Source: an optimization exercise on an open RTL-to-GDS flow (aim: small area, a short achievable clock period and few clock cycles). Production flows keep margins and buffers that such runs may drop.
At most, simulation tests tie the RTL to the original design; equivalence was not proved.
The clock port is modelled as an ideal driver, which makes a skipped or thinned clock tree look cheaper than it is; a real chip needs a root buffer or a tree.
Power figures rest on the tool's default switching activity, not on a simulated workload.

Setup of the baseline:
// daly_rx
module daly_rx (
    input  wire        clk,
    input  wire        rst,
    input  wire        start_valid,
    output wire        start_ready,
    input  wire [7:0]  start_cmd,
    input  wire [7:0]  start_n,
    input  wire        start_w2,
    input  wire [7:0]  start_count,
    input  wire        rx_valid,
    output wire        rx_ready,
    input  wire [7:0]  rx_data,
    input  wire        rx_last,
    input  wire        rx_ctl,
    output wire        item_valid,
    input  wire        item_ready,
    output wire [15:0] item_data,
    output wire        log_valid,
    output wire        log_kind,
    output wire [7:0]  log_a,
    output wire [7:0]  log_b,
    output wire        done,
    output wire [7:0]  done_frames,
    output wire [7:0]  done_items,
    output wire [2:0]  done_detail
);
    localparam D_NONE      = 3'd0;
    localparam D_READ_ERR  = 3'd1;
    localparam D_NO_DATA   = 3'd2;
    localparam D_SHORT     = 3'd3;
    localparam D_CHECKSUM  = 3'd4;
    localparam D_COMMAND   = 3'd5;
    reg        sr;             
    reg        rdy;            
    reg        rx_on;          
    reg        done_r;
  ...
clock: 6.5 ns
lec_check: 0
cap_margin: 20
core_margin: 2
core_utilization: 55
place_density: 0.65
setup_slack_margin: 4.2
slew_margin: 20
standard.sh (not shown) runs the stock make flow with config.mk's settings and CLKGATE_MAP_FILE= SYNTH_SCRIPT=/design/flow/synth_recipe.tcl, a recipe that flattens the netlist after the stock synthesis.
==> flow/flow/run.sh <==
#!/bin/bash
# Standard ORFS layout, with plain buffers on the ports, no dummy clock loads
# and larger sink clusters.
set -euo pipefail
export BUFFER_PORTS_ARGS="-buffer_cell sky130_fd_sc_hd__buf_2"
export CTS_ARGS="-sink_clustering_enable -repair_clock_nets -dont_use_dummy_load -sink_clustering_size 30 -sink_clustering_max_diameter 300 -buf_list sky130_fd_sc_hd__clkbuf_8"
bash standard.sh > standard.log 2>&1
The baseline finished end to end and its layout was clean on timing, DRC and antenna.
diff inputs: the baseline => the candidate
--- a/flow/flow/run.sh
+++ b/flow/flow/run.sh
@@ -6 +6 @@
-export CTS_ARGS="-sink_clustering_enable -repair_clock_nets -dont_use_dummy_load -sink_clustering_size 30 -sink_clustering_max_diameter 300 -buf_list sky130_fd_sc_hd__clkbuf_8"
+export CTS_ARGS="-sink_clustering_enable -repair_clock_nets -dont_use_dummy_load -sink_clustering_size 40 -sink_clustering_max_diameter 120 -buf_list sky130_fd_sc_hd__clkbuf_8"
## What came out
Diff the baseline..the candidate | post-route core utilization | negligible. Between the candidate and the baseline, the leakage power of the design figures differ only marginally. Buffer count from post-CTS setup fixing: the candidate vs the baseline identical.
No functional check of the RTL was part of any run of this note.

* * *

Another version of the RTL of daly_rx (not shown whole).
Size in the first run: roughly 840 cells after synthesis, ~170 flip-flops, roughly 97 I/O pins.
// daly_rx
module daly_rx (
    input  wire        clk,
    input  wire        rst,
    input  wire        start_valid,
    output wire        start_ready,
    input  wire [7:0]  start_cmd,
    input  wire [7:0]  start_n,
    input  wire        start_w2,
    input  wire [7:0]  start_count,
    input  wire        rx_valid,
    output wire        rx_ready,
    input  wire [7:0]  rx_data,
    input  wire        rx_last,
    input  wire        rx_ctl,
    output wire        item_valid,
    input  wire        item_ready,
    output wire [15:0] item_data,
    output wire        log_valid,
    output wire        log_kind,
    output wire [7:0]  log_a,
    output wire [7:0]  log_b,
    output wire        done,
    output wire [7:0]  done_frames,
    output wire [7:0]  done_items,
    output wire [2:0]  done_detail
);
    localparam D_NONE      = 3'd0;
    localparam D_READ_ERR  = 3'd1;
    localparam D_NO_DATA   = 3'd2;
    localparam D_SHORT     = 3'd3;
    localparam D_CHECKSUM  = 3'd4;
    localparam D_COMMAND   = 3'd5;
    reg        sr;             
    reg        rdy;            
    reg        rx_on;          
    reg        done_r;
    reg        emit;           
    reg [2:0]  nx;             
    reg [7:0]  x_cmd;
    reg        x_w2;
    reg [7:0]  rem;            
    reg [7:0]  nleft;          
    reg [3:0]  bc;             
    reg [7:0]  d_r;            
    reg        v_r;            
    reg        s_r;            
    reg        k_r;            
    reg [7:0]  sum;            
  ...
clock: 6.5 ns
lec_check: 0
abc_area: 1
cap_margin: 20
core_margin: 2
core_utilization: 55
place_density: 0.65
setup_slack_margin: 4.37
slew_margin: 20
==> flow/flow/run.sh <==
#!/bin/bash
# The standard ORFS layout, with two changes: the ports get plain buf_2
# buffers, and the clock tree is built by hand (flow/manual_cts_inv8x8.tcl, run as
# ORFS's PRE_CTS hook) as two levels of clkinv_8 inverters.
set -euo pipefail
here=$(cd "$(dirname "${BASH_SOURCE[0]}")" && pwd)
export BUFFER_PORTS_ARGS="-buffer_cell sky130_fd_sc_hd__buf_2"
export PRE_CTS_TCL="$here/manual_cts_inv8x8.tcl"
bash standard.sh > standard.log 2>&1
Other scripts of this flow, unchanged in this note and not shown: flow/flow/manual_cts_inv8x8.tcl
Testbench counts at the start, summed over its fixed seeds: cycles 56,088.
Edit:
- SETUP_SLACK_MARGIN: 4.37 -> 4.4
The new run finished clean.
Die area does not change.
Total power rises slightly.
Final cell count is about the same.
Routed wire length falls by a few percent.
Clock power is about the same.
Maximum frequency falls slightly.
Sequential share of layout area rises by 0.21 points.
Via count falls slightly.
Edit:
- SETUP_SLACK_MARGIN: 4.4 -> 4.45
=>
- The changed run produced a clean layout
- global-route usage came out higher by 1.6 points
- setup slack is better by 0.047 ns
- core utilization came out higher by 2.2 points
- maximum frequency came out higher by a few percent
- synthesized cell count is unchanged
- total power came out higher slightly
- wire length came out higher by a little under a tenth
- clock power barely changes
In every run of this note, the design's own scripts or RTL, not TritonCTS, make the clock network.

* * *

daly_rx, a different RTL version from the one above (not shown whole).
Size in the first run: roughly 840 cells after synthesis, about 170 flip-flops.
==> flow/config.mk <==
export PLATFORM = sky130hd
export DESIGN_NAME = daly_rx
export DESIGN_NICKNAME = daly_rx
export VERILOG_FILES = /design/flow/design.v
export SDC_FILE = /design/flow/constraint.sdc
export NUM_CORES = 4
export LEC_CHECK = 0
export ABC_AREA = 1
export CAP_MARGIN = 20
export CORE_MARGIN = 2
export CORE_UTILIZATION = 55
export PLACE_DENSITY = 0.65
export SETUP_SLACK_MARGIN = 4.2
export SLEW_MARGIN = 20
==> flow/constraint.sdc <==
create_clock -name core_clock -period 6.5 [get_ports {clk}]
set_input_delay 1.3000 -clock core_clock [delete_from_list [all_inputs] [get_ports {clk}]]
set_output_delay 1.3000 -clock core_clock [all_outputs]
set_load 0.01 [all_outputs]
==> flow/flow/run.sh <==
#!/bin/bash
# The standard ORFS layout, with two changes: the ports get plain buf_2
# buffers, and the clock tree is built by hand (flow/manual_cts.tcl, run as
# ORFS's PRE_CTS hook) as two levels of clkbuf_16 buffers.
set -euo pipefail
here=$(cd "$(dirname "${BASH_SOURCE[0]}")" && pwd)
export BUFFER_PORTS_ARGS="-buffer_cell sky130_fd_sc_hd__buf_2"
export PRE_CTS_TCL="$here/manual_cts.tcl"
bash standard.sh > standard.log 2>&1
Other scripts of this flow, unchanged in this note and not shown: flow/flow/manual_cts.tcl
Testbench counts at the start, summed over its fixed seeds: cycles 56,088.
==> next run, changes <==
- CORE_UTILIZATION: 55 -> 65
- PLACE_DENSITY: 0.65 -> 0.75
- SETUP_SLACK_MARGIN: 4.2 -> 4.25
What happened: Flip-flop and latch count is unchanged. Wire length goes up by 4.8%. Fmax rose by 0.87%. Combinational power climbs by about 7%.
==> next run, changes <==
- CORE_UTILIZATION: 65 -> 55
- PLACE_DENSITY: 0.75 -> 0.65
- SETUP_SLACK_MARGIN: 4.25 -> 4.4
Setup slack improves by 0.13 ns.
Global-route usage decreases by 4.6 points.
Flip-flop and latch count does not change.
Cell area increases by 6.6%.
Utilization decreases by 8.4 points.
Final cell count increases by 7.6%.
Synthesized cell count stays the same.
Clock power is about the same.
Combinational power increases by about 3%.
Sequential power stays flat.
No run of this note takes its clock network from TritonCTS; it comes from the design's own scripts or RTL.

* * *

daly_rx, a different RTL version from the one above (not shown whole).
For scale: about 770 cells after synthesis, roughly 97 I/O pins, roughly 8200 um2 of cells after synthesis.
Settings: LEC_CHECK=0, CAP_MARGIN=20, CORE_MARGIN=2, CORE_UTILIZATION=60, CTS_BUF_LIST=sky130_fd_sc_hd__clkbuf_8, CTS_CLUSTER_SIZE=30, PLACE_DENSITY=0.7, SETUP_SLACK_MARGIN=4.2, SLEW_MARGIN=20; clock period 6.5 ns.
run.sh (not shown) runs the stock make flow with config.mk's settings and CLKGATE_MAP_FILE= SYNTH_SCRIPT=/design/flow/synth_recipe.tcl, a recipe that flattens the netlist after the stock synthesis.
Stock flow here: none of the scripts above is used.
Rerun with:
==> flow/flow/run.sh (new file) <==
#!/bin/bash
# Standard ORFS layout, with plain buffers on the ports, no dummy clock loads
# and larger sink clusters.
set -euo pipefail
export BUFFER_PORTS_ARGS="-buffer_cell sky130_fd_sc_hd__buf_2"
export CTS_ARGS="-sink_clustering_enable -repair_clock_nets -dont_use_dummy_load -sink_clustering_size 40 -sink_clustering_max_diameter 120 -buf_list sky130_fd_sc_hd__clkbuf_8"
bash standard.sh > standard.log 2>&1
==> flow/standard.sh (new file) <==
#!/bin/bash
# synth_recipe.tcl (not shown) runs the flow's synth.tcl, then flattens the netlist and writes it again
# the make line also repeats each setting of config.mk as NAME=value (left out here)
make -C /OpenROAD-flow-scripts/flow DESIGN_CONFIG=/design/flow/config.mk WORK_HOME=/design/flow/orfs CLKGATE_MAP_FILE= SYNTH_SCRIPT=/design/flow/synth_recipe.tcl "${@:-finish}"
--- a/flow/config.mk
+++ b/flow/config.mk
@@ -8,8 +8,6 @@
 export CAP_MARGIN = 20
 export CORE_MARGIN = 2
-export CORE_UTILIZATION = 60
-export CTS_BUF_LIST = sky130_fd_sc_hd__clkbuf_8
-export CTS_CLUSTER_SIZE = 30
-export PLACE_DENSITY = 0.7
+export CORE_UTILIZATION = 55
+export PLACE_DENSITY = 0.65
 export SETUP_SLACK_MARGIN = 4.2
 export SLEW_MARGIN = 20
removed: flow/run.sh
The new run finished with timing, DRC and antenna clean.
Design area decreases by 7.9%.
Power shrinks by 12%.
Clock-buffer cell count came out lower by 7.
Rerun with:
==> flow/run.sh (new file) <==
#!/bin/bash
# synth_recipe.tcl (not shown) runs the flow's synth.tcl, then flattens the netlist and writes it again
# the make line also repeats each setting of config.mk as NAME=value (left out here)
make -C /OpenROAD-flow-scripts/flow DESIGN_CONFIG=/design/flow/config.mk WORK_HOME=/design/flow/orfs CLKGATE_MAP_FILE= SYNTH_SCRIPT=/design/flow/synth_recipe.tcl finish
--- a/flow/config.mk
+++ b/flow/config.mk
@@ -8,6 +8,6 @@
 export CAP_MARGIN = 20
 export CORE_MARGIN = 2
-export CORE_UTILIZATION = 55
-export PLACE_DENSITY = 0.65
+export CORE_UTILIZATION = 40
+export PLACE_DENSITY = 0.6
 export SETUP_SLACK_MARGIN = 4.2
 export SLEW_MARGIN = 20
removed: flow/flow/run.sh
removed: flow/standard.sh
Result: Power rose by about 20%. Sequential share of layout area came out lower by 3.6 points. Die area rises by 36%. Worst hold slack stays flat. Clock skew came out lower by 0.021 ns. Routed wire length rises by 2.4%. Synthesized area stays the same. First-iteration DRC count drops by about 20%. Critical path depth falls by 1. Worst setup slack is better by 0.044 ns.
Rerun with:
==> flow/flow/run.sh (new file) <==
#!/bin/bash
# Standard ORFS layout, with plain buffers on the ports and no dummy clock loads.
set -euo pipefail
export BUFFER_PORTS_ARGS="-buffer_cell sky130_fd_sc_hd__buf_2"
export CTS_ARGS="-sink_clustering_enable -repair_clock_nets -dont_use_dummy_load"
bash standard.sh > standard.log 2>&1
==> flow/standard.sh (new file) <==
#!/bin/bash
# synth_recipe.tcl (not shown) runs the flow's synth.tcl, then flattens the netlist and writes it again
# the make line also repeats each setting of config.mk as NAME=value (left out here)
make -C /OpenROAD-flow-scripts/flow DESIGN_CONFIG=/design/flow/config.mk WORK_HOME=/design/flow/orfs CLKGATE_MAP_FILE= SYNTH_SCRIPT=/design/flow/synth_recipe.tcl "${@:-finish}"
--- a/flow/config.mk
+++ b/flow/config.mk
@@ -8,6 +8,6 @@
 export CAP_MARGIN = 20
 export CORE_MARGIN = 2
-export CORE_UTILIZATION = 40
-export PLACE_DENSITY = 0.6
+export CORE_UTILIZATION = 55
+export PLACE_DENSITY = 0.65
 export SETUP_SLACK_MARGIN = 4.2
 export SLEW_MARGIN = 20
removed: flow/run.sh
After rerunning: Routed wire length drops by 1.4%; setup slack degrades by 0.033 ns; core utilization is higher by 15 points; hold slack improves by 0.010 ns; global-route usage climbs by 6.7 points; synthesized area does not change; sequential cell count does not change; final cell count went down by 11%.
No functional check of the RTL was part of any run of this note.

-- what the ideal ports hide --
Ports are ideal in the flow. The routed layouts listed here were re-timed in OpenROAD.
Step 1: set_driving_cell puts a clkbuf_16 on clk and a buf_2 on each other input, an assumption about the parent block.
Step 2 also shifts input and output timing later by t, the mid clock arrival at the registers, as if the neighbouring blocks saw the same clock.
a / b / c = ideal ports / drivers / drivers and shift; a / b = the first two.
| run | t (ns) | slack for setup (ns) | latest minus earliest clock arrival (ns) |
|---|---|---|---|
| the baseline | 0.479 | 4.131 / 4.121 / 3.643 | 0.026 / 0.025 |
| the candidate | 0.479 | 4.131 / 4.121 / 3.643 | 0.026 / 0.025 |
| the first run of note 2 | 0.286 | 4.370 / 4.299 / 4.186 | 0.014 / 0.014 |
| the second run of note 2 | 0.291 | 4.358 / 4.287 / 4.192 | 0.022 / 0.022 |
| the third run of note 2 | 0.286 | 4.405 / 4.277 / 4.243 | 0.023 / 0.023 |
| the first run of note 3 | 0.364 | 4.245 / 4.154 / 4.044 | 0.014 / 0.015 |
| the second run of note 3 | 0.370 | 4.264 / 4.172 / 4.013 | 0.013 / 0.013 |
| the third run of note 3 | 0.366 | 4.394 / 4.303 / 4.165 | 0.016 / 0.016 |
| the first run of note 4 | 0.504 | 4.139 / 4.098 / 3.740 | 0.012 / 0.012 |
| the second run of note 4 | 0.479 | 4.192 / 4.152 / 3.815 | 0.030 / 0.029 |
| the third run of note 4 | 0.468 | 4.236 / 4.189 / 3.825 | 0.009 / 0.009 |
| the fourth run of note 4 | 0.458 | 4.203 / 4.157 / 3.819 | 0.020 / 0.020 |
After both steps every run listed still meets setup and hold.
